Source: an optimization exercise on an open RTL-to-GDS flow (aim: small area). Production flows keep margins and buffers that such runs may drop. The RTL was checked by simulation tests, not by an equivalence proof against the original design. Power figures rest on the tool's default switching activity, not on a simulated workload.

$ cat design/flow/flow/run.sh
#!/bin/bash
# The standard layout with these changes:
#  - synthesis maps the logic with an area-oriented ABC script (flow/abc_area.script);
#    everything else in synthesis, registers included, is synth_recipe.tcl's;
#  - the port buffers are buf_1 instead of ORFS's default cell;
set -euo pipefail
here=$PWD
cat flow/abc_override.tcl synth_recipe.tcl > "$here/area_synth.tcl"
export FLOW_ABC_SCRIPT="$here/flow/abc_area.script"
bash standard.sh SYNTH_SCRIPT="$here/area_synth.tcl" \
  BUFFER_PORTS_ARGS="-buffer_cell sky130_fd_sc_hd__buf_1" \
  CTS_ARGS="-sink_clustering_enable -repair_clock_nets -buf_list sky130_fd_sc_hd__clkbuf_8 -dont_use_dummy_load" \
  finish > standard.log 2>&1
$ cat design/flow/flow/abc_area.script
&get -n
&st
&dch
&nf -a
&put
mfs2 -W 8
strash
&get -n
&dch -f
&nf -a -R 1000
&put
mfs2 -W 8
strash
&get -n
&dch -f
&nf -a -R 1000
&put
$ cat design/flow/constraint.sdc
create_clock -name core_clock -period 10.0 [get_ports {clk}]
set_input_delay 2.0000 -clock core_clock [delete_from_list [all_inputs] [get_ports {clk}]]
set_output_delay 2.0000 -clock core_clock [all_outputs]
set_load 0.01 [all_outputs]
$ cat design/flow/flow/abc_override.tcl
# Prepended to synth_recipe.tcl: every abc call runs the area script next to
# this file instead of ORFS's speed script. Registers are untouched.
proc abc {args} {
  set i [lsearch -exact $args -script]
  if {$i >= 0} { set args [lreplace $args [expr {$i+1}] [expr {$i+1}] $::env(FLOW_ABC_SCRIPT)] }
  yosys abc {*}$args
}
$ cat design/flow/config.mk
export PLATFORM = sky130hd
export DESIGN_NAME = cp_slot_engine
export DESIGN_NICKNAME = cp_slot_engine
export VERILOG_FILES = /design/flow/design.v
export SDC_FILE = /design/flow/constraint.sdc
export NUM_CORES = 4
export LEC_CHECK = 0
export CAP_MARGIN = 20
export CORE_MARGIN = 2
export CORE_UTILIZATION = 55
export CTS_BUF_LIST = sky130_fd_sc_hd__clkbuf_8
export SLEW_MARGIN = 20
$ cat design/flow/design.v
module cp_ledmode (
    input  wire [2:0] rec,
    input  wire       ctx_gerr,
    input  wire       ctx_act,
    output wire       m_fast,
    output wire       m_slow,
    output wire       m_on,
    output wire       m_data
);
    assign m_data = ctx_act;
    assign m_fast = ctx_gerr | (rec[2] & ~ctx_act);
    assign m_slow = ~ctx_gerr & ~ctx_act & ~rec[2] & rec[0];
    assign m_on   = ~ctx_gerr & ~ctx_act & ~rec[2] & rec[1];
endmodule
module cp_debounce (
    input  wire clk,
    input  wire rst,
    input  wire step,     
    input  wire en,       
    input  wire level,    
    output wire press     
);
    localparam S_IDLE = 3'd0, S_P1 = 3'd1, S_P2 = 3'd3, S_CONF = 3'd4, S_R1 = 3'd6, S_R2 = 3'd5;
    reg [2:0] state, state_n;
    always @* begin
        case (state)
            S_IDLE:  state_n = level ? S_P1 : S_IDLE;
            S_P1:    state_n = level ? S_P2 : S_IDLE;
            S_P2:    state_n = level ? S_CONF : S_IDLE;
            S_CONF:  state_n = level ? S_CONF : S_R1;
            S_R1:    state_n = level ? S_CONF : S_R2;
            S_R2:    state_n = level ? S_CONF : S_IDLE;
            default: state_n = S_IDLE;
        endcase
    end
    always @(posedge clk) begin
        if (rst)     state <= S_IDLE;
        else if (step) state <= state_n;
    end
    assign press = en & level & (state == S_P2);
endmodule
module cp_blink (
    input  wire        clk,
    input  wire        rst,
    input  wire        tick,
    input  wire        boot_first,   
    input  wire        boot_run,     
    input  wire [15:0] m_fast,
    input  wire [15:0] m_slow,
    input  wire [15:0] m_on,
    input  wire [15:0] m_data,
    output reg  [15:0] led_visible,
    output wire        boot_end      
);
    localparam [4:0] S0 = 5'b11101;
    localparam [4:0] MASK = 5'd21;
    reg [4:0]  cnt   [0:15];
    reg [4:0]  cnt_n [0:15];
    reg [15:0] lvl_n;
    reg [4:0]  c;
    reg        w, clr;
    integer i;
    always @* begin
        for (i = 0; i < 16; i = i + 1) begin
            c = cnt[i] ^ MASK;
            w = (m_fast[i] & ~((c[3] & c[2] & c[0]) | (c[4] & c[2] & c[1]))) |
                (m_slow[i] & c[4] & ~c[2] & c[1] & c[0]);
            clr = w | m_data[i] | ~(m_fast[i] | m_slow[i]);
            cnt_n[i] = clr ? S0 : {~(c[0] ^ c[3]), c[4:1]};
            lvl_n[i] = (w | m_data[i]) ? ~led_visible[i] :
                       (m_fast[i] | m_slow[i]) ? led_visible[i] : m_on[i];
        end
    end
    assign boot_end = tick & led_visible[15];
    always @(posedge clk)
        if (tick)
            for (i = 0; i < 16; i = i + 1) cnt[i] <= cnt_n[i] ^ MASK;
    always @(posedge clk) begin
        if (rst)
            led_visible <= 16'h0000;
        else if (tick) begin
            if (boot_first)
                led_visible <= 16'h0001;
            else if (boot_run)
                led_visible <= {led_visible[14:0], 1'b0};
            else
                led_visible <= lvl_n;
        end
    end
endmodule
module cp_controller (
    input  wire        clk,
    input  wire        rst,
    input  wire        res_ok,
    input  wire        tick,
    input  wire        boot_end,    
    input  wire [1:0]  evt,         
    input  wire        fa_rsp,
    input  wire [2:0]  fa_status,
    input  wire        fa_flag,
    input  wire [31:0] fa_size,
    input  wire [3:0]  st_idx,
    output wire        boot_first,
    output wire        boot_run,
    output wire        busy,
    output wire        ready,
    output wire        fatal,
    output reg  [3:0]  mux_addr,
    output reg         fa_req,
    output reg  [2:0]  fa_cmd,
    output reg         arch_req,
    output reg         gerr,
    output wire [2:0]  run_err,
    output wire [15:0] m_fast,
    output wire [15:0] m_slow,
    output wire [15:0] m_on,
    output wire [15:0] m_data,
    output wire [8:0]  st_data
);
    localparam PH_IDLE   = 4'd0,  PH_START  = 4'd1,  PH_SELECT = 4'd2,  PH_S2     = 4'd3,
               PH_S1     = 4'd4,  PH_S0     = 4'd5,  PH_DETECT = 4'd6,  PH_READ   = 4'd7,
               PH_ARCHIVE= 4'd8,  PH_WRITE  = 4'd9,  PH_VERIFY = 4'd10, PH_NEXT   = 4'd11,
               PH_BOOT0  = 4'd12, PH_BOOTD  = 4'd13, PH_BOOTR  = 4'd14, PH_FATAL  = 4'd15;
    localparam RC_ABS = 3'b000, RC_MATCH = 3'b001, RC_OK = 3'b010, RC_MISM = 3'b100,
               RC_VFY = 3'b101, RC_RD    = 3'b110, RC_WR = 3'b111;
    localparam E_OK = 3'd0, E_NOCHIP = 3'd1, E_READ = 3'd3, E_WRITE = 3'd4, E_VERIFY = 3'd5;
    localparam C_NONE = 3'd0, C_DETECT = 3'd1, C_READ = 3'd2, C_WRITE = 3'd3, C_VERIFY = 3'd4;
    reg [3:0]  phase, phase_n;
    reg        wfw, wfw_n;           
    reg [3:0]  cur, cur_n;
    reg        rf, rf_n;             
    reg        gerr_n;
    reg [31:0] ref_size;
    reg [1:0]  rec0, rec0_n;         
    reg [2:0]  rec [1:15];
    reg        rec_upd;              
    reg [2:0]  rec_code;             
    reg        rec_clr;              
    wire [2:0] rec_all [0:15];
    assign rec_all[0] = {rec0[1] & rec0[0], rec0[1], rec0[0] & ~rec0[1]};
    genvar g;
    generate
        for (g = 1; g < 16; g = g + 1) begin : g_rec
            assign rec_all[g] = rec[g];
        end
    endgenerate
    wire cls_pres = (fa_status == E_OK) && fa_flag;
    wire cls_abs  = (fa_status == E_NOCHIP) || ((fa_status == E_OK) && !fa_flag);
    wire st_ok    = (fa_status == E_OK);
    wire act = (phase == PH_READ) || (phase == PH_WRITE) || (phase == PH_VERIFY) ||
               (((phase == PH_S2) || (phase == PH_S1) || (phase == PH_S0)) && wfw && cur != 4'd0);
    assign boot_first = (phase == PH_BOOT0);
    assign boot_run   = (phase == PH_BOOTR);
    assign fatal    = (phase == PH_FATAL);
    assign busy     = (phase != PH_IDLE);
    assign ready    = !fatal && !boot_first && !boot_run && (phase != PH_BOOTD);
    assign run_err  = {1'b0, rf, gerr};
    wire [3:0] nxt = cur + 1'b1;
    wire [15:0] cur_oh = 16'd1 << cur;
    wire [15:0] match;
    assign match[0] = 1'b0;
    generate
        for (g = 1; g < 16; g = g + 1) begin : g_match
            assign match[g] = rec[g][1] | rec[g][0];
        end
    endgenerate
    wire       nxt_match = |(match & {cur_oh[14:0], 1'b0});
    always @* begin
        phase_n  = phase;
        wfw_n    = wfw;
        cur_n    = cur;
        rf_n     = rf;
        gerr_n   = gerr;
        rec0_n   = rec0;
        rec_upd  = 1'b0;
        rec_clr  = 1'b0;
        rec_code = RC_ABS;
        fa_req   = 1'b0;
        fa_cmd   = C_NONE;
        arch_req = 1'b0;
        if (fa_rsp) begin
            case (phase)
                PH_DETECT: begin
                    if (cur == 4'd0) begin
                        if (cls_pres) begin
                            rec0_n = 2'b01;
                            if (wfw) begin
                                fa_req  = 1'b1;
                                fa_cmd  = C_READ;
                                phase_n = PH_READ;
                            end else begin
                                phase_n = PH_NEXT;
                            end
                        end else begin
                            rec0_n  = 2'b00;
                            gerr_n  = 1'b1;
                            rf_n    = 1'b0;
                            phase_n = PH_IDLE;
                        end
                    end else begin
                        rec_upd = 1'b1;
                        if (cls_pres)
                            rec_code = (fa_size == ref_size) ? RC_MATCH : RC_MISM;
                        else if (cls_abs)
                            rec_code = RC_ABS;
                        else
                            rec_code = RC_MISM;
                        phase_n = PH_NEXT;
                    end
                end
                PH_READ: begin
                    if (st_ok) begin
                        rec0_n  = 2'b10;
                        phase_n = PH_ARCHIVE;
                    end else begin
                        rec0_n  = 2'b11;
                        gerr_n  = 1'b1;
                        rf_n    = 1'b1;
                        phase_n = PH_IDLE;
                    end
                end
                PH_WRITE: begin
                    if (st_ok) begin
                        fa_req  = 1'b1;
                        fa_cmd  = C_VERIFY;
                        phase_n = PH_VERIFY;
                    end else begin
                        rec_upd = 1'b1;
                        case (fa_status)
                            E_READ:   rec_code = RC_RD;
                            E_VERIFY: rec_code = RC_VFY;
                            default:  rec_code = RC_WR;
                        endcase
                        phase_n = PH_NEXT;
                    end
                end
                PH_VERIFY: begin
                    rec_upd = 1'b1;
                    case (fa_status)
                        E_OK:    rec_code = fa_flag ? RC_OK : RC_VFY;
                        E_READ:  rec_code = RC_RD;
                        E_WRITE: rec_code = RC_WR;
                        default: rec_code = RC_VFY;
                    endcase
                    phase_n = PH_NEXT;
                end
                default: ;
            endcase
        end else begin
            case (phase)
                PH_BOOTD: phase_n = PH_IDLE;
                PH_START: begin
                    gerr_n  = 1'b0;
                    rf_n    = 1'b0;
                    cur_n   = 4'd0;
                    rec0_n  = 2'b00;
                    rec_clr = !wfw;
                    phase_n = PH_SELECT;
                end
                PH_SELECT: phase_n = PH_S2;
                PH_S2:     phase_n = PH_S1;
                PH_S1:     phase_n = PH_S0;
                PH_S0: begin
                    fa_req = 1'b1;
                    if (cur == 4'd0 || !wfw) begin
                        fa_cmd  = C_DETECT;
                        phase_n = PH_DETECT;
                    end else begin
                        fa_cmd  = C_WRITE;
                        phase_n = PH_WRITE;
                    end
                end
                PH_ARCHIVE: begin
                    arch_req = 1'b1;
                    phase_n  = PH_NEXT;
                end
                PH_NEXT: begin
                    if (cur == 4'd15) begin
                        phase_n = PH_IDLE;
                    end else begin
                        cur_n = nxt;
                        if (!wfw || nxt_match)
                            phase_n = PH_SELECT;
                    end
                end
                default: ;
            endcase
        end
        if (phase == PH_BOOT0 && tick)
            phase_n = PH_BOOTR;
        if (phase == PH_BOOTR && boot_end)
            phase_n = PH_BOOTD;
        if (phase == PH_IDLE) begin
            if (evt[0]) begin
                wfw_n   = 1'b0;
                phase_n = PH_START;
            end else if (evt[1]) begin
                wfw_n   = 1'b1;
                phase_n = PH_START;
            end
        end
        if (rst) begin
            fa_req   = 1'b0;
            fa_cmd   = C_NONE;
            arch_req = 1'b0;
        end
    end
    generate
        for (g = 0; g < 16; g = g + 1) begin : g_mode
            cp_ledmode u_mode (
                .rec      (rec_all[g]),
                .ctx_gerr (gerr),
                .ctx_act  (act & cur_oh[g]),
                .m_fast   (m_fast[g]),
                .m_slow   (m_slow[g]),
                .m_on     (m_on[g]),
                .m_data   (m_data[g])
            );
        end
    endgenerate
    wire [2:0] st_rec = rec_all[st_idx];
    wire       st_fast, st_slow, st_on, st_data_m;
    cp_ledmode u_st_mode (
        .rec      (st_rec),
        .ctx_gerr (gerr),
        .ctx_act  (act && (cur == st_idx)),
        .m_fast   (st_fast),
        .m_slow   (st_slow),
        .m_on     (st_on),
        .m_data   (st_data_m)
    );
    wire       st_mism = (st_rec == RC_MISM);
    wire       st_pres = |st_rec;
    assign st_data = {
        st_pres,
        st_mism, st_pres & ~st_mism,
        st_rec[2] & st_rec[1] & st_rec[0],
        (st_rec[2] & (st_rec[1] ^ st_rec[0])),
        st_rec[1] & ~(st_rec[2] & st_rec[0]),
        st_data_m, st_slow | st_fast, st_on | st_fast
    };
    always @(posedge clk)
        if (phase == PH_DETECT && cur == 4'd0)
            ref_size <= fa_size;
    always @(posedge clk) begin
        wfw <= wfw_n;
        cur <= cur_n;
    end
    always @(posedge clk)
        if (rst)
            mux_addr <= 4'd0;
        else if (phase == PH_SELECT && !fa_rsp)
            mux_addr <= cur;
    wire       rec_wipe = rst | rec_clr;
    wire [2:0] rec_wd   = rec_wipe ? RC_ABS : rec_code;
    generate
        for (g = 1; g < 16; g = g + 1) begin : g_recw
            always @(posedge clk)
                if (rec_wipe | (rec_upd & cur_oh[g]))
                    rec[g] <= rec_wd;
        end
    endgenerate
    always @(posedge clk) begin
        if (rst) begin
            phase <= res_ok ? PH_BOOT0 : PH_FATAL;
            gerr  <= 1'b0;
            rf    <= 1'b0;
            rec0  <= 2'b00;
        end else begin
            phase <= phase_n;
            gerr  <= gerr_n;
            rf    <= rf_n;
            rec0  <= rec0_n;
        end
    end
endmodule
module cp_slot_engine (
    input  wire        clk,
    input  wire        rst,
    input  wire [3:0]  dip,
    input  wire        res_ok,
    input  wire        tick,
    input  wire        sample,
    input  wire        btn_check,
    input  wire        btn_write,
    input  wire        fa_rsp,
    input  wire [2:0]  fa_status,
    input  wire        fa_flag,
    input  wire [31:0] fa_size,
    input  wire [3:0]  st_idx,
    output wire [3:0]  mux_addr,
    output wire [15:0] led,
    output wire        fa_req,
    output wire [2:0]  fa_cmd,
    output wire [3:0]  fa_speed,
    output wire        arch_req,
    output wire        busy,
    output wire        ready,
    output wire        gerr,
    output wire        fatal,
    output wire [2:0]  run_err,
    output wire [2:0]  fatal_code,
    output wire [1:0]  evt,
    output wire [8:0]  st_data
);
    wire        boot_first, boot_run, boot_end;
    wire [15:0] m_fast, m_slow, m_on, m_data;
    reg  [3:0]  speed_cfg;
    always @(posedge clk)
        if (rst) speed_cfg <= dip;
    wire sample_en = sample && !rst && !fatal;
    cp_debounce u_db_check (
        .clk(clk), .rst(rst), .step(sample), .en(sample_en), .level(btn_check), .press(evt[0])
    );
    cp_debounce u_db_write (
        .clk(clk), .rst(rst), .step(sample), .en(sample_en), .level(btn_write), .press(evt[1])
    );
    cp_blink u_blink (
        .clk        (clk),
        .rst        (rst),
        .tick       (tick),
        .boot_first (boot_first),
        .boot_run   (boot_run),
        .m_fast     (m_fast),
        .m_slow     (m_slow),
        .m_on       (m_on),
        .m_data     (m_data),
        .led_visible(led),
        .boot_end   (boot_end)
    );
    cp_controller u_ctl (
        .clk       (clk),
        .rst       (rst),
        .res_ok    (res_ok),
        .tick      (tick),
        .boot_end  (boot_end),
        .evt       (evt),
        .fa_rsp    (fa_rsp),
        .fa_status (fa_status),
        .fa_flag   (fa_flag),
        .fa_size   (fa_size),
        .st_idx    (st_idx),
        .boot_first(boot_first),
        .boot_run  (boot_run),
        .busy      (busy),
        .ready     (ready),
        .fatal     (fatal),
        .mux_addr  (mux_addr),
        .fa_req    (fa_req),
        .fa_cmd    (fa_cmd),
        .arch_req  (arch_req),
        .gerr      (gerr),
        .run_err   (run_err),
        .m_fast    (m_fast),
        .m_slow    (m_slow),
        .m_on      (m_on),
        .m_data    (m_data),
        .st_data   (st_data)
    );
    assign fa_speed   = speed_cfg;
    assign fatal_code = {fatal, fatal, 1'b0};
endmodule
$ cat design/flow/standard.sh
#!/bin/bash
# synth_recipe.tcl (not shown) runs the flow's synth.tcl, then flattens the netlist and writes it again
# the make line also repeats each setting of config.mk as NAME=value (left out here)
make -C /OpenROAD-flow-scripts/flow DESIGN_CONFIG=/design/flow/config.mk WORK_HOME=/design/flow/orfs CLKGATE_MAP_FILE= SYNTH_SCRIPT=/design/flow/synth_recipe.tcl "${@:-finish}"
==> key figures, run 1 <==
Run status
  – Status: finished clean

Drt
  – Total Wirelength: roughly 25 mm
  – Iter 0 DRT Violations: between 800 and 900
  – Wire per inst: 19.5 microns
  – WL met2: between 10 and 15 mm
  – Drt drc: 0
  – First-pass iteration count of the detailed router: 7
  – Met1 Wirelength: ~11 mm
  – Met3 WL post-DR: approximately 1.6 mm
  – Routed vias/inst: around 5.9
  – Total number of vias: around 7,600
  – Uppermost layer routed: met4
  – Routed Antenna Nets: 0

Clock network
  – Clk root buf: clkbuf_8
  – CTS tree: yes
  – Post-cts hold buffer count: 0
  – Clock Tree Buf Depth: 2
  – TritonCTS Buffers: 17
  – CTS resizes: 0
  – Clock slew at reported path FFs: ~70 ps
  – Worst-Skew Late Latency: around 500 ps
  – Clock sink count: 200
  – Htree depth: 4
  – Post-CTS Setup Repair Bufs: 0

STA
  – Max-slew violations: 0
  – Setup TNS Final: 0 ps
  – Slew @ Worst Pin: 1120 ps
  – Slew HR: 0.248
  – Achievable clock frequency: approximately 0.16 GHz
  – Final-report setup violation count: 0
  – Final period utilization: 0.625
  – Final hold vios: 0
  – RSZ-0062 raised after global routing: no
  – Final min period: around 6300 ps
  – Fin Clk Skew: roughly 47 ps

Place
  – PortBufs: 99
  – HPWL Detailed: between 15 and 20 mm
  – Cells after DPL: roughly 1,300
  – Placed instance area: 0.0104 sq mm
  – GP Congestion: 0.953

Synth
  – Seq/Total Area, Yosys: 0.584
  – Simple-gate share of the synthesized area: 0.174
  – Number of synthesized flops with an enable pin: about 170
  – Mapped Avg Cell Area: roughly 10 sq um
  – Post-Synth XOR/XNOR Area: 0.0461
  – Synth Area in Compound Gates: 0.157
  – Mux cell area share after synthesis: 0.00413
  – Top_reg_cell synth: edfxtp_1
  – Ys async rst share: 0
  – FF+latch count, synth: 200
  – Largest family of logic cells by synthesized area: simple AND/OR/NAND/NOR gates
  – Syn. warnings: 8
  – Post-synthesis cell area: 0.00969 sq mm
  – Adder-Cell Fraction of Synth Area: 0.00904
  – Synthesized instance count: approximately 930
  – Synth unique cells: 52

GRT
  – Pin count of the biggest net entering global routing: between 50 and 60
  – Vias in the first global route: ~7,000
  – Grt total ovfl: 0
  – Tot GR Track Use: 0.272
  – First-pass GRT wire length: about 38 mm
  – Initial antenna violation count: 0

Layout
  – Ant. Diodes: 0
  – Post-route cell area: ~0.011 sq mm
  – Finished Core Util: 0.614
  – Nets: around 1,100
  – Layout area overhead: 9.22%
  – Layout cells sized above 1: 0.0287
  – Post-Layout Cell Count: ~1,300

Die
  – DIE HEIGHT: 137 microns
  – Core ar.: approximately 0.017 sq mm
  – Row count: 48
  – I/O pin count: 102
  – DIE WIDTH: between 100 and 150 microns
  – Starting Density: 0.562
  – Die ar.: approximately 0.019 sq mm

Power and ir drop
  – Combinational power share: 0.188
  – Clock power share: 0.223
  – Leakage: about 3.5 nW
  – Maximum vdd drop: around 0.000085 V
  – Sw Ratio: 0.300
  – Power density cells: about 170 mW/mm^2
  – Sequential power share: 0.589
  – NetSw: about 0.00053 W
  – Pint: ~0.0012 W
  – Total Power: roughly 0.0018 W

Setup path
  – Crit-path slowest cell: a32oi_1
  – Setup CP Type: in -> out
  – Cell Chain, Critical Path: buf_1, nand2b_1, nor3_1, a22o_1, a21oi_1, nand4_1, a221oi_1, a32oi_1, nor2_1, a21oi_1, buf_1
  – Startpoint types: input pin
  – CP Capture Type: output pin
  – Maximum fanout along the worst path: 8
  – Worst Path Required: 8000 ps
  – R2R Setup Slk: ~6700 ps
  – Largest stage delay on the critical path: ~450 ps
  – WP data arrival: roughly 4300 ps

Run
  – Max-cap viol count: 0

Worst hold path
  – Min-delay worst type: reg -> reg
per-stage QoR:
| stage | setup WS, ps | hold slack, ps |
|---|---|---|
| 2_1_floorplan | 4200 | 462 |
| 5_1_grt | 3500 | 516 |
| 6_report | 3750 | 492 |
| 3_3_place_gp | 3780 | 474 |
| 3_5_place_dp | 3790 | 482 |
| 4_1_cts | 3790 | 496 |
critical path: cells and delay by family:
kind	cells	cell delay, ps
AND/OR/NAND/NOR	4	850
buffers and inverters	2	450
AO/OA/AOI/OAI	5	950
registers in the layout, summed over array words and instances (netlist names):
signal,flops
u_ctl.rf,1
u_blink.led_visible,16
u_ctl.ref_size,32
u_ctl.rec0,2
u_ctl.wfw,1
u_ctl.cur,4
u_ctl.phase,4
speed_cfg,4
u_ctl.rec,45
u_blink.cnt,80
u_ctl.mux_addr,4
u_ctl.gerr,1
u_db_write.state,3
u_db_check.state,3
cells in the mapped netlist, drive strengths merged, types with 7 or more instances:
master | n | area share
a22oi | 10 | 0.0077
and2 | 7 | 0.0045
o22ai | 13 | 0.0084
nand2 | 80 | 0.031
a31oi | 11 | 0.0071
nor3b | 7 | 0.0054
ha | 7 | 0.0090
nand2b | 36 | 0.023
nor3 | 30 | 0.015
xor2 | 24 | 0.022
a221oi | 7 | 0.0063
nor2b | 10 | 0.0065
a21oi | 62 | 0.032
o31ai | 17 | 0.013
dfxtp | 34 | 0.070
nand3 | 20 | 0.010
edfxtp | 166 | 0.51
a211oi | 26 | 0.020
buf | 11 | 0.0085
nor2 | 155 | 0.060
clkinv | 44 | 0.017
xnor2 | 27 | 0.024
o21ai | 66 | 0.034
per-layer routing:
metal / vias to the layer above / GRT usage
met2: 289 / 0.428
met3: 33 / 0.0556
met1: 3583 / 0.383
met4: 0 / 0.0787
met5: - / 0
li1: 3661 / -
final timing paths:
path	start	endpoint	cells past startpoint
worst max-delay path	st_idx[0]	st_data[0]	11
worst min-delay path	u_blink.led_visible[15]	u_blink.led_visible[15]	2
worst max register to register	u_ctl.phase[1]	u_blink.led_visible[14]	12
worst min register to register	u_blink.led_visible[15]	u_blink.led_visible[15]	2
logic make-up (layout without fill, tap and decap cells):
kind of cell / Yosys count / in the layout
XOR/XNOR: 51 / 51
other: 1 / 2
multiplexers: 4 / 4
flip-flops: 200 / 200
adder cells (fa/ha/maj): 7 / 7
AND/OR/NAND/NOR: 370 / 370
AO/OA/AOI/OAI: 243 / 243
buffers and inverters: 55 / 170
layout by cell type (no fill, tap or decap), drive strengths merged, types with 26 or more instances in the layout:
| master | instances |
|---|---|
| edfxtp | 166 |
| buf | 107 |
| clkinv | 44 |
| o21ai | 66 |
| nand2b | 36 |
| nand2 | 80 |
| a21oi | 62 |
| dfxtp | 34 |
| nor3 | 30 |
| nor2 | 155 |
| a211oi | 26 |
| xnor2 | 27 |
power by group through the flow:
stage	sequential, W	clock (W)	combinational [W]
3_3_place_gp	0.00106	0	0.000324
6_report	0.00104	0.000394	0.000331
5_1_grt	0.00105	0.000431	0.000372
2_1_floorplan	0.00104	0	0.000213
3_5_place_dp	0.00106	0	0.000328
4_1_cts	0.00104	0.000403	0.000329
cell type report:
class                   instances  area (sq um)
clock buffers                  17           234
fillers                      1454          6650
inverters                      44           165
multi-input cells             677          3790
flip-flops and latches        200          5670
well taps                     225           282
repair buffers                109           452
==> run 2: changes to the inputs <==
--- a/design/flow/config.mk
+++ b/design/flow/config.mk
@@ -7,6 +7,7 @@
 export LEC_CHECK = 0
 export CAP_MARGIN = 20
 export CORE_MARGIN = 2
-export CORE_UTILIZATION = 55
+export CORE_UTILIZATION = 40
 export CTS_BUF_LIST = sky130_fd_sc_hd__clkbuf_8
+export PLACE_DENSITY = 0.75
 export SLEW_MARGIN = 20
==> run 2 against run 1 <==
Compared with the run above:
- still clean on timing, DRC and antenna
- worst hold slack better by 4.4 ps
- first-iteration DRC count down 5.6%
- die area up 36%
- global-route usage down 8.1 points
- sequential power about the same
- largest cell class unchanged
- largest power group unchanged
- highest routed layer is now met5
==> key figures, run 2 <==
Die
  – DIE WIDTH: 160 microns (+17%)
  – Starting Density: 0.411 (-0.152)
  – Die ar.: 0.0255 sq mm (+36%)
  – Core ar.: 0.0236 sq mm (+37%)
  – DIE HEIGHT: 160 microns (+17%)
  – Row count: 56 (+17%)
  – I/O pin count: 102 (unchanged)

Synth
  – Yosys top cell area share: 0.514 (unchanged)
  – Cell taking the most area after synthesis: edfxtp_1
  – Ys async rst share: 0 (unchanged)
  – Most frequent cells after synthesis: edfxtp_1, nor2_1, nand2_1
  – Seq/Total Area, Yosys: 0.584 (unchanged)
  – Synthesized instance count: 931 (unchanged)
  – Top cells by area, synth: edfxtp_1, dfxtp_1, nor2_1, o21ai_0, a21oi_1
  – Top_reg_cell synth: edfxtp_1
  – Syn. warnings: 8 (unchanged)
  – Post-synthesis cell area: 0.00969 sq mm (unchanged)
  – Number of synthesized flops with an enable pin: 166 (unchanged)
  – FF+latch count, synth: 200 (unchanged)
  – Mapped Avg Cell Area: 10.4 sq um (unchanged)
  – Synth unique cells: 52 (unchanged)
  – Count leader, synth: edfxtp_1

Power and ir drop
  – Power density cells: 165 mW/mm^2 (-1.4%)
  – Maximum vdd drop: 0.0000865 V (+1.7%)
  – Leakage: 3.49 nW (-0.14%)

STA
  – RSZ-0062 raised after global routing: no
  – Fin Clk Skew: 34.6 ps (-12.9 ps)
  – Final hold vios: 0 (unchanged)
  – Max-slew violations: 0 (unchanged)
  – Achievable clock frequency: 0.160 GHz (+0.30%)
  – Final-report setup violation count: 0 (unchanged)
  – Final min period: 6230 ps (-19.0 ps)
  – Hold WS: 497 ps (+4.36 ps)
  – Final period utilization: 0.623 (-0.00189)
  – Setup TNS Final: 0 ps (unchanged)
  – Slew HR: 0.441 (+0.193)
  – Slew @ Worst Pin: 838 ps (-285 ps)

Layout
  – Most frequent cells in the layout: edfxtp_1, nor2_1, buf_1
  – FILL cells: 2,175 (+50%)
  – Regs by FF count: u_blink.cnt (80), u_ctl.rec (45), u_ctl.ref_size (32)
  – Layout cells sized above 1: 0.0296 (+0.000983)
  – Max reg flops: 80 (unchanged)
  – Ant. Diodes: 0 (unchanged)
  – Register Area: 0.00567 sq mm (unchanged)
  – Layout area overhead: 10.4%
  – Commonest non-fill, non-tap cell in the layout: edfxtp_1
  – Post-Layout Cell Count: 1,365 (+7.3%)
  – Nets: 1,107 (-0.090%)
  – Multi-input gate area: 0.00379 sq mm (+0.17%)
  – Top reg by flops: u_blink.cnt

Clock network
  – Clock slew at reported path FFs: 70 ps (about the same)
  – Post-CTS Setup Repair Bufs: 0 (unchanged)
  – Worst-Skew Late Latency: 470 ps (-20 ps)
  – Clock Tree Buf Depth: 2 (unchanged)
  – Post-cts hold buffer count: 0 (unchanged)
  – CTS tree: yes
  – Clock sink count: 200 (unchanged)
  – Clk root buf: clkbuf_8
  – TritonCTS Buffers: 17 (unchanged)
  – Htree depth: 4 (unchanged)
  – CTS resizes: 0 (unchanged)

Place
  – HPWL Detailed: 17.7 mm (-2.9%)
  – PortBufs: 99 (unchanged)
  – Cells after DPL: 1,348 (+7.4%)
  – GP Congestion: 0.949 (-0.51%)

Setup path
  – Setup CP Type: in -> out
  – Maximum fanout along the worst path: 8 (unchanged)
  – Startpoint types: input pin
  – Worst Path Required: 8000 ps (about the same)
  – CP Capture Type: output pin
  – Worst Setup SP: st_idx[2]
  – Worst reg2reg path startpoint: u_ctl.cur[0]
  – WP data arrival: 4230 ps (-20 ps)

GRT
  – Pin count of the biggest net entering global routing: 58 (unchanged)
  – Initial antenna violation count: 1 (+1)
  – First-pass GRT wire length: 38.3 mm (+0.61%)
  – Vias in the first global route: 7,193 (+2.5%)
  – Tot GR Track Use: 0.191 (-0.0814)
  – Grt total ovfl: 0 (unchanged)

Drt
  – Routed Antenna Nets: 0 (unchanged)
  – Total Wirelength: 24.1 mm (-3.0%)
  – First-pass iteration count of the detailed router: 7 (unchanged)
  – Wire per inst: 17.6 microns (-9.6%)
  – Routed vias/inst: 5.58 (-6.2%)
  – Total number of vias: 7,618 (+0.69%)
  – Iter 0 DRT Violations: 759 (-5.6%)
  – Drt drc: 0 (unchanged)

Run status
  – Status: finished clean

Worst hold path
  – Min-delay worst type: reg -> reg
  – Min-delay src: u_blink.led_visible[9]

Run
  – Max-cap viol count: 0 (unchanged)
run 2: cell counts after synthesis:
Identical to the previous run, type by type.
run 2: power breakdown:
part           leakage (nW)  internal [W]  total (W)  switching (W)
clock network         0.122      0.000151   0.000393       0.000242
logic                  1.46      0.000113   0.000332       0.000219
registers              1.91      0.000973    0.00104      0.0000636
run 2: layout make-up:
cell class / count / area share
inverters: 44 / 0.0154
multi-input cells: 677 / 0.355
well taps: 319 / 0.0373
clock buffers: 17 / 0.0219
repair buffers: 108 / 0.0415
flip-flops and latches: 200 / 0.529
run 2: path summary, 6_finish.rpt:
path	slack, ps	to	cells past startpoint
setup / recovery	3770	st_data[4]	11
hold / removal	500	u_blink.led_visible[9]	2
setup reg to reg	6710	u_blink.led_visible[14]	13
hold reg to reg	500	u_blink.led_visible[9]	2
run 2: metal layers:
layer | track usage | part of all wire | vias up
li1 | - | - | 3643
met1 | 0.263 | 0.43 | 3577
met2 | 0.284 | 0.43 | 360
met3 | 0.0652 | 0.12 | 36
met4 | 0.0583 | 0.017 | 2
met5 | 0 | 0.00054 | -
run 2: cells by family (layout without fill, tap and decap cells):
logic type               count (synthesis)  count (layout)  share of synthesized area
AO/OA/AOI/OAI                          243             243                      0.157
XOR/XNOR                                51              51                     0.0461
adder cells (fa/ha/maj)                  7               7                    0.00904
buffers and inverters                   55             169                     0.0256
flip-flops                             200             200                      0.584
multiplexers                             4               4                    0.00413
other                                    1               2                   0.000387
AND/OR/NAND/NOR                        370             370                      0.174
run 2: critical path, cell delays in order:
cell and delay (ps):
buf_1 270, nand2b_1 230, nor3_1 110, a22oi_1 220, nand2_1 90, a221oi_1 330
nand4_1 130, a21oi_1 300, ha_1 290, and2_0 130, buf_1 120
run 2: through the flow:
| stage | setup slack [ps] | util | power (W) | area [sq um] |
|---|---|---|---|---|
| finish | 3770 | 0.453 | 0.00176 | 10700 |
| detailed placement | 3830 | 0.443 | 0.00138 | 10500 |
| global route | 3460 | 0.453 | 0.00185 | 10700 |
| floorplan | 4200 | - | 0.00125 | 9700 |
| CTS | 3830 | 0.453 | 0.00177 | 10700 |
| global placement | 3900 | 0.443 | 0.00137 | 10500 |
==> run 3: changes to the inputs <==
--- a/design/flow/config.mk
+++ b/design/flow/config.mk
@@ -9,5 +9,4 @@
 export CORE_MARGIN = 2
 export CORE_UTILIZATION = 40
 export CTS_BUF_LIST = sky130_fd_sc_hd__clkbuf_8
-export PLACE_DENSITY = 0.75
 export SLEW_MARGIN = 20
==> run 3 against run 2 <==
Compared with the run above:
- still clean on timing, DRC and antenna
- fmax up 0.16%
- register-to-register slack worse by 50 ps
- sequential share of layout area about the same
- cell count about the same
- synthesized cell count unchanged
- final area about the same
- total power up 0.78%
- largest power group unchanged
- highest routed layer unchanged
==> key figures, run 3 <==
Run status
  – Status: finished clean

Clock network
  – Clock sink count: 200 (unchanged)
  – Clock Tree Buf Depth: 2 (unchanged)
  – Worst-Skew Late Latency: 470 ps (about the same)
  – Htree depth: 4 (unchanged)
  – Post-CTS Setup Repair Bufs: 0 (unchanged)
  – CTS tree: yes
  – Clk root buf: clkbuf_8
  – Post-cts hold buffer count: 0 (unchanged)
  – CTS resizes: 0 (unchanged)
  – TritonCTS Buffers: 17 (unchanged)
  – Clock slew at reported path FFs: 90 ps (+20 ps)

Place
  – HPWL Detailed: 18.7 mm (+5.6%)
  – PortBufs: 99 (unchanged)
  – Pre-CTS WS: 3840 ps (+7.06 ps)
  – GP Congestion: 0.910 (-4.1%)

STA
  – Achievable clock frequency: 0.161 GHz (+0.16%)
  – Final-report setup violation count: 0 (unchanged)
  – Final hold vios: 0 (unchanged)
  – Fin Clk Skew: 37.9 ps (+3.29 ps)
  – Final min period: 6220 ps (-9.92 ps)
  – Final period utilization: 0.622 (-0.000992)
  – Fin worst setup slack: 3780 ps (+9.92 ps)
  – Setup TNS Final: 0 ps (unchanged)
  – Slew @ Worst Pin: 831 ps (-7.41 ps)
  – Slew HR: 0.446 (+0.00494)
  – Max-slew violations: 0 (unchanged)
  – RSZ-0062 raised after global routing: no

Drt
  – Iter 0 DRT Violations: 629 (-17%)
  – Total number of vias: 7,670 (+0.68%)
  – Total Wirelength: 25.9 mm (+7.7%)
  – Routed Antenna Nets: 0 (unchanged)
  – Routed vias/inst: 5.61 (+0.61%)
  – First-pass iteration count of the detailed router: 8 (+1)
  – Drt drc: 0 (unchanged)
  – Wire per inst: 19.0 microns (+7.6%)

Die
  – Die ar.: 0.0255 sq mm (unchanged)
  – DIE WIDTH: 160 microns (unchanged)
  – Core ar.: 0.0236 sq mm (unchanged)
  – DIE HEIGHT: 160 microns (unchanged)
  – Row count: 56 (unchanged)
  – Starting Density: 0.411 (unchanged)
  – I/O pin count: 102 (unchanged)

Layout
  – Commonest non-fill, non-tap cell in the layout: edfxtp_1
  – Layout area overhead: 10.5% (about the same)
  – Ant. Diodes: 0 (unchanged)
  – FILL cells: 2,329 (+7.1%)
  – Most frequent cells in the layout: edfxtp_1, nor2_1, buf_1
  – Regs by FF count: u_blink.cnt (80), u_ctl.rec (45), u_ctl.ref_size (32)
  – Nets: 1,108 (+0.090%)
  – Top reg by flops: u_blink.cnt
  – Max reg flops: 80 (unchanged)
  – Finished Core Util: 0.454 (about the same)
  – Layout cells sized above 1: 0.0306 (+0.000927)

Synth
  – Count leader, synth: edfxtp_1
  – Seq/Total Area, Yosys: 0.584 (unchanged)
  – Ys async rst share: 0 (unchanged)
  – Cell taking the most area after synthesis: edfxtp_1
  – FF+latch count, synth: 200 (unchanged)
  – Syn. warnings: 8 (unchanged)
  – Mapped Avg Cell Area: 10.4 sq um (unchanged)
  – Synth unique cells: 52 (unchanged)
  – Yosys top cell area share: 0.514 (unchanged)
  – Post-synthesis cell area: 0.00969 sq mm (unchanged)
  – Synthesized instance count: 931 (unchanged)
  – Number of synthesized flops with an enable pin: 166 (unchanged)
  – Top cells by area, synth: edfxtp_1, dfxtp_1, nor2_1, o21ai_0, a21oi_1
  – Top_reg_cell synth: edfxtp_1
  – Most frequent cells after synthesis: edfxtp_1, nor2_1, nand2_1

Power and ir drop
  – Pint: 0.00124 W (about the same)
  – Power density cells: 166 mW/mm^2 (+0.72%)
  – Sequential power share: 0.586 (-0.003)
  – NetSw: 0.000538 W (+2.5%)
  – Maximum vdd drop: 0.0000928 V (+7.2%)
  – Combinational power share: 0.189 (about the same)
  – Sw Ratio: 0.303 (+0.00494)
  – Clock power share: 0.224 (about the same)
  – Leakage: 3.49 nW (+0.13%)

Setup path
  – Maximum fanout along the worst path: 8 (unchanged)
  – CP Capture Type: output pin
  – Worst Path Required: 8000 ps (about the same)
  – WP data arrival: 4220 ps (about the same)
  – Startpoint types: input pin
  – Worst-case reg-to-reg path depth: 13 (unchanged)
  – Setup CP Type: in -> out

GRT
  – Tot GR Track Use: 0.204 (+0.0137)
  – Initial antenna violation count: 1 (unchanged)
  – Vias in the first global route: 7,431 (+3.3%)
  – Pin count of the biggest net entering global routing: 64 (+10%)
  – First-pass GRT wire length: 40.6 mm (+5.9%)
  – Grt total ovfl: 0 (unchanged)

Worst hold path
  – Hold Path Depth: 2 (unchanged)
  – Min-delay worst type: reg -> reg

Run
  – Max-cap viol count: 0 (unchanged)
run 3: changes by cell type in the layout (fill, tap and decap cells not counted):
cell	change
a21oi_1	+1
a21oi_2	-1
buf_4	+1
nor2_1	-1
nor2_2	+1
run 3: kinds of logic (layout without fill, tap and decap cells):
family,after synthesis,count (layout),synth area share
simple gates,370,370,0.174
buf+inv,55,170,0.0256
fa+ha+maj,7,7,0.00904
flops,200,200,0.584
other cells,1,2,0.000387
compound gates,243,243,0.157
mux,4,4,0.00413
xor+xnor,51,51,0.0461
run 3: worst paths after layout:
| kind | from | endpoint | slack [ps] |
|---|---|---|---|
| hold / removal | u_blink.led_visible[1] | u_blink.led_visible[1] | 490 |
| setup reg to reg | u_ctl.cur[0] | u_blink.led_visible[14] | 6660 |
| hold reg to reg | u_blink.led_visible[1] | u_blink.led_visible[1] | 490 |
| setup / recovery | st_idx[0] | st_data[0] | 3780 |
run 3: cell type report:
cell class	count	area, sq um	area share
Sequential cell	200	5670	0.529
Multi-Input combinational cell	677	3790	0.354
Timing Repair Buffer	109	452	0.0422
Tap cell	319	399	0.0373
Clock buffer	17	234	0.0218
Inverter	44	165	0.0154
run 3: critical path, stage by stage:
cell	delay, ps
buf_1	270
nand2b_1	220
nor2_1	110
a22o_1	240
a221oi_1	250
nand4_1	150
a221oi_1	280
a32oi_1	250
nor2_1	200
a21oi_1	100
buf_1	150
run 3: routing by layer:
layer | share of wire | global-route usage | vias to the layer above | wire length, microns
met1 | 0.46 | 0.284 | 3648 | 11800
met3 | 0.088 | 0.0561 | 43 | 2270
met5 | 0.00050 | 0 | - | 13
li1 | - | - | 3641 | -
met2 | 0.43 | 0.314 | 336 | 11300
met4 | 0.022 | 0.0595 | 2 | 571
run 3: power by group through the flow:
| stage | logic, W | clock network [W] | registers, W |
|---|---|---|---|
| 2_1_floorplan | 0.000213 | 0 | 0.00104 |
| 5_1_grt | 0.000377 | 0.000437 | 0.00105 |
| 3_3_place_gp | 0.000330 | 0 | 0.00106 |
| 6_report | 0.000336 | 0.000398 | 0.00104 |
| 4_1_cts | 0.000335 | 0.000411 | 0.00104 |
| 3_5_place_dp | 0.000334 | 0 | 0.00106 |
run 3: stage by stage:
stage	instances	hold slack (ps)	cell area (sq um)	power (W)
after floorplan	932	462	9700	0.00125
after global placement	1349	473	10500	0.00139
after detailed placement	1349	473	10500	0.00139
after CTS	1366	488	10700	0.00179
after global routing	1366	510	10700	0.00186
final	1366	488	10700	0.00178
==> run 4: changes to the inputs <==
--- a/design/flow/flow/run.sh
+++ b/design/flow/flow/run.sh
@@ -9,5 +9,5 @@
 export FLOW_ABC_SCRIPT="$here/flow/abc_area.script"
 bash standard.sh SYNTH_SCRIPT="$here/area_synth.tcl" \
   BUFFER_PORTS_ARGS="-buffer_cell sky130_fd_sc_hd__buf_1" \
-  CTS_ARGS="-sink_clustering_enable -repair_clock_nets -buf_list sky130_fd_sc_hd__clkbuf_8 -dont_use_dummy_load" \
+  CTS_ARGS="-sink_clustering_enable -repair_clock_nets -buf_list sky130_fd_sc_hd__clkbuf_16 -dont_use_dummy_load" \
   finish > standard.log 2>&1
==> run 4 against run 3 <==
Compared with the run above:
- routed wire length increased by 0.26%
- register-to-register slack improved by 20 ps
- synthesized area unchanged
- worst hold slack got worse by 2.3 ps
- core utilization increased by 0.81 points
- die area unchanged
- count of clock-buffer cells in the layout unchanged
- critical endpoint unchanged
- largest power group unchanged
==> key figures, run 4 <==
Run status
  – Status: finished clean

Power and ir drop
  – Combinational power share: 0.173 (-0.016)
  – Leakage: 3.58 nW (+2.5%)
  – Sequential power share: 0.537 (-0.049)
  – NetSw: 0.000558 W (+3.7%)
  – Maximum vdd drop: 0.0000978 V (+5.4%)
  – Power density cells: 178 mW/mm^2 (+7.5%)
  – Pint: 0.00138 W (+12%)
  – Sw Ratio: 0.287 (-0.0157)
  – Clock power share: 0.290 (+0.066)

Clock network
  – Post-cts hold buffer count: 0 (unchanged)
  – CTS tree: yes
  – Htree depth: 4 (unchanged)
  – Clock sink count: 200 (unchanged)
  – Worst-Skew Late Latency: 430 ps (-40 ps)
  – TritonCTS Buffers: 17 (unchanged)
  – Clk root buf: clkbuf_16
  – CTS resizes: 0 (unchanged)
  – Clock slew at reported path FFs: 70 ps (-20 ps)
  – Clock Tree Buf Depth: 2 (unchanged)
  – Post-CTS Setup Repair Bufs: 0 (unchanged)

STA
  – Fin Clk Skew: 24.9 ps (-13.0 ps)
  – Fin worst setup slack: 3770 ps (-5.16 ps)
  – Slew HR: 0.419 (-0.0273)
  – RSZ-0062 raised after global routing: no
  – Slew @ Worst Pin: 872 ps (+41.0 ps)
  – Final hold vios: 0 (unchanged)
  – Setup TNS Final: 0 ps (unchanged)
  – Achievable clock frequency: 0.161 GHz (about the same)
  – Final period utilization: 0.623 (about the same)
  – Hold WS: 486 ps (-2.26 ps)
  – Final min period: 6230 ps (+5.16 ps)
  – Max-slew violations: 0 (unchanged)
  – Final-report setup violation count: 0 (unchanged)

Setup path
  – R2R Setup Slk: 6680 ps (+20 ps)
  – Maximum fanout along the worst path: 8 (unchanged)
  – Worst Setup SP: st_idx[0]
  – CP Capture Type: output pin
  – Setup CP Type: in -> out
  – WP data arrival: 4230 ps (about the same)
  – Worst reg2reg path startpoint: u_ctl.cur[0]
  – Crit path capture: st_data[0]
  – Worst-case reg-to-reg path depth: 13 (unchanged)
  – R2r endpoint: u_blink.led_visible[14]
  – Startpoint types: input pin
  – Worst Path Required: 8000 ps (about the same)

Synth
  – Cell taking the most area after synthesis: edfxtp_1
  – Seq/Total Area, Yosys: 0.584 (unchanged)
  – Post-synthesis cell area: 0.00969 sq mm (unchanged)
  – Number of synthesized flops with an enable pin: 166 (unchanged)
  – Count leader, synth: edfxtp_1
  – Mapped Avg Cell Area: 10.4 sq um (unchanged)
  – Synthesized instance count: 931 (unchanged)
  – Top cells by area, synth: edfxtp_1, dfxtp_1, nor2_1, o21ai_0, a21oi_1
  – FF+latch count, synth: 200 (unchanged)
  – Most frequent cells after synthesis: edfxtp_1, nor2_1, nand2_1
  – Ys async rst share: 0 (unchanged)
  – Syn. warnings: 8 (unchanged)
  – Top_reg_cell synth: edfxtp_1
  – Yosys top cell area share: 0.514 (unchanged)
  – Synth unique cells: 52 (unchanged)

Layout
  – Commonest non-fill, non-tap cell in the layout: edfxtp_1
  – Layout cells sized above 1: 0.0306 (unchanged)
  – Top reg by flops: u_blink.cnt
  – Most frequent cells in the layout: edfxtp_1, nor2_1, buf_1
  – Layout area overhead: 12.5%
  – FILL cells: 2,311 (-0.77%)
  – Regs by FF count: u_blink.cnt (80), u_ctl.rec (45), u_ctl.ref_size (32)
  – Post-Layout Cell Count: 1,366 (unchanged)
  – Max reg flops: 80 (unchanged)
  – Nets: 1,108 (unchanged)
  – Ant. Diodes: 0 (unchanged)

GRT
  – Vias in the first global route: 7,450 (+0.26%)
  – First-pass GRT wire length: 40.8 mm (+0.54%)
  – Tot GR Track Use: 0.205 (+0.000652)
  – Pin count of the biggest net entering global routing: 64 (unchanged)
  – Initial antenna violation count: 1 (unchanged)
  – Grt total ovfl: 0 (unchanged)

Die
  – Starting Density: 0.411 (unchanged)
  – Core ar.: 0.0236 sq mm (unchanged)
  – DIE WIDTH: 160 microns (unchanged)
  – Row count: 56 (unchanged)
  – Die ar.: 0.0255 sq mm (unchanged)
  – I/O pin count: 102 (unchanged)
  – DIE HEIGHT: 160 microns (unchanged)

Drt
  – Drt drc: 0 (unchanged)
  – Total Wirelength: 26.0 mm (+0.26%)
  – Wire per inst: 19.0 microns (+0.26%)
  – Total number of vias: 7,684 (+0.18%)
  – First-pass iteration count of the detailed router: 5 (-3)
  – Routed vias/inst: 5.63 (+0.18%)
  – Routed Antenna Nets: 0 (unchanged)
  – Iter 0 DRT Violations: 621 (-1.3%)

Worst hold path
  – Min-delay worst type: reg -> reg

Run
  – Max-cap viol count: 0 (unchanged)

Place
  – Pre-CTS WS: 3840 ps (unchanged)
  – PortBufs: 99 (unchanged)
  – Cells after DPL: 1,349 (unchanged)
  – GP Congestion: 0.910 (unchanged)
  – HPWL Detailed: 18.7 mm (unchanged)
==> run 4: cell type report <==
type / count / area, sq um / share of cell area
Sequential cell: 200 / 5670 / 0.520
Multi-Input combinational cell: 677 / 3790 / 0.348
Timing Repair Buffer: 109 / 452 / 0.0414
Clock buffer: 17 / 425 / 0.0390
Tap cell: 319 / 399 / 0.0366
Inverter: 44 / 165 / 0.0152
==> run 4: power by group through the flow <==
| stage | Clock, W | Sequential (W) | Combinational [W] |
|---|---|---|---|
| 2_1_floorplan | 0 | 0.00104 | 0.000213 |
| 3_3_place_gp | 0 | 0.00106 | 0.000330 |
| 3_5_place_dp | 0 | 0.00106 | 0.000334 |
| 4_1_cts | 0.000576 | 0.00104 | 0.000335 |
| 5_1_grt | 0.000603 | 0.00105 | 0.000377 |
| 6_report | 0.000563 | 0.00104 | 0.000337 |
==> run 4: per-layer routing <==
metal  vias to the layer above  share of wire  wire length (microns)  GRT usage
met4                         2          0.020                    515     0.0541
met1                      3678           0.46                  11900      0.284
met5                         -        0.00050                     13          0
met3                        36          0.081                   2110     0.0579
li1                       3646              -                      -          -
met2                       322           0.44                  11500      0.317
==> run 4: per-stage QoR <==
| step | instance area [sq um] | utilization | total power [W] |
|---|---|---|---|
| detailed placement | 10500 | 0.444 | 0.00139 |
| finish | 10900 | 0.462 | 0.00194 |
| global placement | 10500 | 0.444 | 0.00139 |
| CTS | 10900 | 0.462 | 0.00195 |
| global route | 10900 | 0.462 | 0.00203 |
| floorplan | 9700 | - | 0.00125 |
==> run 4: worst min path at each step <==
stage / start / to / depth (start not counted) / slack (ps)
finish: u_blink.led_visible[1] / u_blink.led_visible[1] / 2 / 490
global route: u_blink.led_visible[15] / u_blink.led_visible[15] / 2 / 500
CTS: u_blink.led_visible[1] / u_blink.led_visible[1] / 2 / 480
detailed placement: u_blink.led_visible[15] / u_blink.led_visible[15] / 2 / 470
global placement: u_ctl.mux_addr[3] / u_ctl.mux_addr[3] / 2 / 470
floorplan: u_ctl.rf / u_ctl.rf / 2 / 460
==> run 4: logic make-up (layout without fill, tap and decap cells) <==
group,after synthesis,after routing,synth area share
DFF,200,200,0.584
xor gates and xnor gates,51,51,0.0461
and+or+nand+nor,370,370,0.174
adders and majority gates,7,7,0.00904
other,1,2,0.000387
buffers and inverters,55,170,0.0256
muxes,4,4,0.00413
AOI/OAI and AO/OA,243,243,0.157
==> run 4: critical path, cell delays in order <==
cell and delay, ps:
buf_1 280, nand2b_1 220, nor2_1 110, a22o_1 240, a221oi_1 250, nand4_1 160
a221oi_1 280, a32oi_1 250, nor2_1 200, a21oi_1 100, buf_1 150
==> run 5: changes to the inputs <==
--- a/design/flow/design.v
+++ b/design/flow/design.v
@@ -8,9 +8,9 @@
     output wire       m_data
 );
     assign m_data = ctx_act;
-    assign m_fast = ctx_gerr | (rec[2] & ~ctx_act);
-    assign m_slow = ~ctx_gerr & ~ctx_act & ~rec[2] & rec[0];
-    assign m_on   = ~ctx_gerr & ~ctx_act & ~rec[2] & rec[1];
+    assign m_fast = ctx_gerr | (((rec[2])) & ~ctx_act);
+    assign m_slow = ~ctx_gerr & ~ctx_act & ((~rec[2]&rec[0]));
+    assign m_on   = ~ctx_gerr & ~ctx_act & ((~rec[2]&rec[1]));
 endmodule
 module cp_debounce (
     input  wire clk,
@@ -20,7 +20,7 @@
     input  wire level,    
     output wire press     
 );
-    localparam S_IDLE = 3'd0, S_P1 = 3'd1, S_P2 = 3'd3, S_CONF = 3'd4, S_R1 = 3'd6, S_R2 = 3'd5;
+    localparam S_IDLE = 3'd0, S_P1 = 3'd2, S_P2 = 3'd3, S_CONF = 3'd4, S_R1 = 3'd6, S_R2 = 3'd7;
     reg [2:0] state, state_n;
     always @* begin
         case (state)
@@ -53,7 +53,7 @@
     output wire        boot_end      
 );
     localparam [4:0] S0 = 5'b11101;
-    localparam [4:0] MASK = 5'd21;
+    localparam [4:0] MASK = 5'd22;
     reg [4:0]  cnt   [0:15];
     reg [4:0]  cnt_n [0:15];
     reg [15:0] lvl_n;
@@ -117,12 +117,12 @@
     output wire [15:0] m_data,
     output wire [8:0]  st_data
 );
-    localparam PH_IDLE   = 4'd0,  PH_START  = 4'd1,  PH_SELECT = 4'd2,  PH_S2     = 4'd3,
-               PH_S1     = 4'd4,  PH_S0     = 4'd5,  PH_DETECT = 4'd6,  PH_READ   = 4'd7,
-               PH_ARCHIVE= 4'd8,  PH_WRITE  = 4'd9,  PH_VERIFY = 4'd10, PH_NEXT   = 4'd11,
-               PH_BOOT0  = 4'd12, PH_BOOTD  = 4'd13, PH_BOOTR  = 4'd14, PH_FATAL  = 4'd15;
-    localparam RC_ABS = 3'b000, RC_MATCH = 3'b001, RC_OK = 3'b010, RC_MISM = 3'b100,
-               RC_VFY = 3'b101, RC_RD    = 3'b110, RC_WR = 3'b111;
+    localparam PH_IDLE   = 4'd4,  PH_START  = 4'd1,  PH_SELECT = 4'd12,  PH_S2     = 4'd14,
+               PH_S1     = 4'd13,  PH_S0     = 4'd6,  PH_DETECT = 4'd8,  PH_READ   = 4'd2,
+               PH_ARCHIVE= 4'd9,  PH_WRITE  = 4'd15,  PH_VERIFY = 4'd11, PH_NEXT   = 4'd7,
+               PH_BOOT0  = 4'd0, PH_BOOTD  = 4'd3, PH_BOOTR  = 4'd5, PH_FATAL  = 4'd10;
+    localparam RC_ABS = 3'd0, RC_MATCH = 3'd1, RC_OK = 3'd2, RC_MISM = 3'd4,
+               RC_VFY = 3'd5, RC_RD  = 3'd6, RC_WR = 3'd7;
     localparam E_OK = 3'd0, E_NOCHIP = 3'd1, E_READ = 3'd3, E_WRITE = 3'd4, E_VERIFY = 3'd5;
     localparam C_NONE = 3'd0, C_DETECT = 3'd1, C_READ = 3'd2, C_WRITE = 3'd3, C_VERIFY = 3'd4;
     reg [3:0]  phase, phase_n;
@@ -137,7 +137,7 @@
     reg [2:0]  rec_code;             
     reg        rec_clr;              
     wire [2:0] rec_all [0:15];
-    assign rec_all[0] = {rec0[1] & rec0[0], rec0[1], rec0[0] & ~rec0[1]};
+    assign rec_all[0] = rec0[1] ? (rec0[0] ? RC_RD : RC_OK) : (rec0[0] ? RC_MATCH : RC_ABS);
     genvar g;
     generate
         for (g = 1; g < 16; g = g + 1) begin : g_rec
@@ -161,7 +161,7 @@
     assign match[0] = 1'b0;
     generate
         for (g = 1; g < 16; g = g + 1) begin : g_match
-            assign match[g] = rec[g][1] | rec[g][0];
+            assign match[g] = ~((~rec[g][1]&~rec[g][0]));
         end
     endgenerate
     wire       nxt_match = |(match & {cur_oh[14:0], 1'b0});
@@ -329,14 +329,12 @@
         .m_on     (st_on),
         .m_data   (st_data_m)
     );
-    wire       st_mism = (st_rec == RC_MISM);
-    wire       st_pres = |st_rec;
     assign st_data = {
-        st_pres,
-        st_mism, st_pres & ~st_mism,
-        st_rec[2] & st_rec[1] & st_rec[0],
-        (st_rec[2] & (st_rec[1] ^ st_rec[0])),
-        st_rec[1] & ~(st_rec[2] & st_rec[0]),
+        ~((~st_rec[2]&~st_rec[1]&~st_rec[0])),
+        (st_rec[2]&~st_rec[1]&~st_rec[0]), ~((~st_rec[1]&~st_rec[0])),
+        (st_rec[1]&st_rec[0]),
+        (st_rec[2]&~st_rec[1]&st_rec[0])|(st_rec[2]&st_rec[1]&~st_rec[0]),
+        (st_rec[1]&~st_rec[0]),
         st_data_m, st_slow | st_fast, st_on | st_fast
     };
     always @(posedge clk)
--- a/design/flow/flow/run.sh
+++ b/design/flow/flow/run.sh
@@ -9,5 +9,5 @@
 export FLOW_ABC_SCRIPT="$here/flow/abc_area.script"
 bash standard.sh SYNTH_SCRIPT="$here/area_synth.tcl" \
   BUFFER_PORTS_ARGS="-buffer_cell sky130_fd_sc_hd__buf_1" \
-  CTS_ARGS="-sink_clustering_enable -repair_clock_nets -buf_list sky130_fd_sc_hd__clkbuf_16 -dont_use_dummy_load" \
+  CTS_ARGS="-sink_clustering_enable -repair_clock_nets -buf_list sky130_fd_sc_hd__clkbuf_8 -dont_use_dummy_load" \
   finish > standard.log 2>&1
==> run 5 against run 4 <==
Compared with the run above:
- clock skew increased by 19 ps
- fmax decreased by 4.6%
- sequential power increased by 4%
- register-to-register slack got worse by 400 ps
- critical path type unchanged
- worst hold slack improved by 2.7 ps
- synthesized cell count decreased by 4.3%
- via count decreased by 0.44%
==> key figures, run 5 <==
Run status
  – Status: finished clean

Power and ir drop
  – NetSw: 0.000599 W (+7.5%)
  – Sequential power share: 0.573 (+0.036)
  – Power density cells: 180 mW/mm^2 (+0.74%)
  – Leakage: 3.35 nW (-6.4%)
  – Maximum vdd drop: 0.0000865 V (-12%)
  – Total Power: 0.00188 W (-3.0%)
  – Pint: 0.00129 W (-7.2%)
  – Combinational power share: 0.215 (+0.042)
  – Clock power share: 0.213 (-0.077)
  – Sw Ratio: 0.318 (+0.0309)

STA
  – Achievable clock frequency: 0.153 GHz (-4.6%)
  – Final hold vios: 0 (unchanged)
  – Final-report setup violation count: 0 (unchanged)
  – Final min period: 6530 ps (+298 ps)
  – Max-slew violations: 0 (unchanged)
  – Final period utilization: 0.653 (+0.0298)
  – Fin Clk Skew: 44.3 ps (+19.4 ps)
  – RSZ-0062 raised after global routing: no
  – Slew HR: 0.321 (-0.0976)
  – Setup TNS Final: 0 ps (unchanged)
  – Hold WS: 488 ps (+2.67 ps)
  – Slew @ Worst Pin: 1010 ps (+143 ps)

Clock network
  – Clock Tree Buf Depth: 2 (unchanged)
  – CTS tree: yes
  – Post-CTS Setup Repair Bufs: 0 (unchanged)
  – Clock sink count: 200 (unchanged)
  – Post-cts hold buffer count: 0 (unchanged)
  – Htree depth: 4 (unchanged)
  – TritonCTS Buffers: 17 (unchanged)
  – Clock slew at reported path FFs: 120 ps (+50 ps)
  – Worst-Skew Late Latency: 480 ps (+50 ps)
  – CTS resizes: 0 (unchanged)
  – Clk root buf: clkbuf_8

Synth
  – Seq/Total Area, Yosys: 0.598 (+0.0137)
  – Post-synthesis cell area: 0.00947 sq mm (-2.3%)
  – FF+latch count, synth: 200 (unchanged)
  – Top cells by area, synth: edfxtp_1, dfxtp_1, nor2_1, nand2_1, a21oi_1
  – Cell taking the most area after synthesis: edfxtp_1
  – Count leader, synth: edfxtp_1
  – Synthesized instance count: 891 (-4.3%)
  – Mapped Avg Cell Area: 10.6 sq um (+2.1%)
  – Number of synthesized flops with an enable pin: 166 (unchanged)
  – Ys async rst share: 0 (unchanged)
  – Syn. warnings: 8 (unchanged)
  – Synth unique cells: 48 (-7.7%)
  – Top_reg_cell synth: edfxtp_1
  – Yosys top cell area share: 0.526 (+0.0121)
  – Most frequent cells after synthesis: edfxtp_1, nor2_1, nand2_1

Layout
  – Regs by FF count: u_blink.cnt (80), u_ctl.rec (45), u_ctl.ref_size (32)
  – Most frequent cells in the layout: edfxtp_1, nor2_1, nand2_1
  – Max reg flops: 80 (unchanged)
  – Commonest non-fill, non-tap cell in the layout: edfxtp_1
  – Top reg by flops: u_blink.cnt
  – Nets: 1,068 (-3.6%)
  – Ant. Diodes: 0 (unchanged)
  – Finished Core Util: 0.450 (-0.0116)
  – Layout cells sized above 1: 0.0317 (+0.00118)
  – Layout area overhead: 10.9%

GRT
  – Vias in the first global route: 7,254 (-2.6%)
  – First-pass GRT wire length: 41.1 mm (+0.69%)
  – Initial antenna violation count: 0 (-1)
  – Pin count of the biggest net entering global routing: 57 (-11%)
  – Grt total ovfl: 0 (unchanged)
  – Tot GR Track Use: 0.217 (+0.0118)

Drt
  – Iter 0 DRT Violations: 714 (+15%)
  – Total Wirelength: 26.2 mm (+0.68%)
  – Wire per inst: 19.7 microns (+3.6%)
  – Drt drc: 0 (unchanged)
  – Total number of vias: 7,650 (-0.44%)
  – First-pass iteration count of the detailed router: 5 (unchanged)
  – Routed vias/inst: 5.76 (+2.5%)
  – Routed Antenna Nets: 0 (unchanged)

Setup path
  – CP Capture Type: output pin
  – Largest stage delay on the critical path: 800 ps (+520 ps)
  – Crit path max-delay family: simple AND/OR/NAND/NOR gates
  – WP data arrival: 4530 ps (+300 ps)
  – Worst Path Required: 8000 ps (about the same)
  – Startpoint types: input pin
  – Crit-path slowest cell: nor2_1
  – Maximum fanout along the worst path: 21 (+13)
  – CP Buf/Inv Count: 2 (unchanged)
  – Cell Chain, Critical Path: buf_1, nor3_1, nor2_1, nand2_1, nor3_1, nor2_1, nand2_1, buf_1
  – Setup CP Type: in -> out

Die
  – Starting Density: 0.406 (-0.00461)
  – DIE HEIGHT: 158 microns (-1.1%)
  – Die ar.: 0.0249 sq mm (-2.2%)
  – Row count: 56 (unchanged)
  – DIE WIDTH: 158 microns (-1.1%)
  – Core ar.: 0.0233 sq mm (-1.2%)
  – I/O pin count: 102 (unchanged)

Place
  – HPWL Detailed: 18.8 mm (+0.63%)
  – GP Congestion: 0.929 (+2.1%)
  – PortBufs: 99 (unchanged)

Worst hold path
  – Min-delay worst type: reg -> reg

Run
  – Max-cap viol count: 0 (unchanged)
run 5: cell count changes after synthesis, sizes merged, moves of 13 or more:
cell,previous run,this run
o211ai,1,16
nor2,155,119
or3,1,14
a211oi,26,12
xnor2,27,8
a311oi,4,28
clkinv,44,12
nand2b,36,20
nand2,80,110
a21oi,62,81
o31ai,17,2
run 5: cell families after synthesis:
logic type / count (synthesis) / synth area share
xor+xnor: 38 / 0.0351
buf+inv: 21 / 0.0119
other cells: 1 / 0.000396
flops: 200 / 0.598
mux: 1 / 0.00106
fa+ha+maj: 6 / 0.00793
simple gates: 366 / 0.174
compound gates: 258 / 0.172
run 5: power groups by stage:
stage	Sequential [W]	Clock (W)	Combinational [W]
after floorplan	0.00107	0	0.000264
after global placement	0.00110	0	0.000395
after detailed placement	0.00109	0	0.000403
after CTS	0.00108	0.000411	0.000404
after global routing	0.00109	0.000439	0.000459
final	0.00108	0.000401	0.000404
run 5: final cells by class:
cell class / count / area (sq um)
Clock buffer: 17 / 234
Timing Repair Buffer: 108 / 444
Fill cell: 2273 / 12800
Multi-Input combinational cell: 671 / 3710
Inverter: 12 / 45.0
Sequential cell: 200 / 5670
Tap cell: 319 / 399
run 5: stage by stage:
step	instances	instance area [sq um]	setup slack (ps)
after global routing	1327	10500	3210
final	1327	10500	3470
after floorplan	892	9470	4390
after CTS	1327	10500	3580
after global placement	1310	10300	3590
after detailed placement	1310	10300	3610
run 5: worst paths after layout:
check                            from                     end  slack [ps]  cells past startpoint
setup / recovery               fa_rsp                  fa_req        3470                      8
hold reg to reg   u_db_check.state[1]     u_db_check.state[0]         490                      2
hold / removal    u_db_check.state[1]     u_db_check.state[0]         490                      2
setup reg to reg         u_ctl.cur[3]  u_blink.led_visible[2]        6280                     13
run 5: tightest hold or removal path: stages (launching register included):
cell and delay [ps]:
dfxtp_1 330, nand4_1 90, a21oi_1 60
run 5: metal layers:
layer,track usage,wire [microns],vias up
met3,0.0520,2080,39
met5,0,0,-
met4,0.0667,521,0
met1,0.301,11600,3647
li1,-,-,3632
met2,0.336,11900,332

## separate check: timing with driven ports
In the flow no input, the clock included, has a driving cell. The finished layouts below were timed again as built, in two steps.
Step 1 sets driving cells, clkbuf_16 on the clock port and buf_2 on the other inputs (assumed; they add their load-dependent delay and slew).
Step 2, shift: input delay + t, output delay - t, t = (earliest + latest rising clock arrival at the registers) / 2. This alone moves slack from input paths to output paths.
Three values: ideal ports, drivers, drivers and shift; two values: the first two.
run | t (ns) | slack for setup (ns) | hold WS [ns]
run 1 | 0.510 | 3.746 / 3.719 / 3.719 | 0.492 / 0.492 / 0.492
run 2 | 0.497 | 3.765 / 3.739 / 3.739 | 0.497 / 0.497 / 0.497
run 3 | 0.494 | 3.775 / 3.753 / 3.753 | 0.488 / 0.488 / 0.488
run 4 | 0.463 | 3.770 / 3.748 / 3.748 | 0.486 / 0.486 / 0.486
run 5 | 0.501 | 3.472 / 3.445 / 3.445 | 0.488 / 0.488 / 0.488
After both steps setup and hold are still met in every run listed.
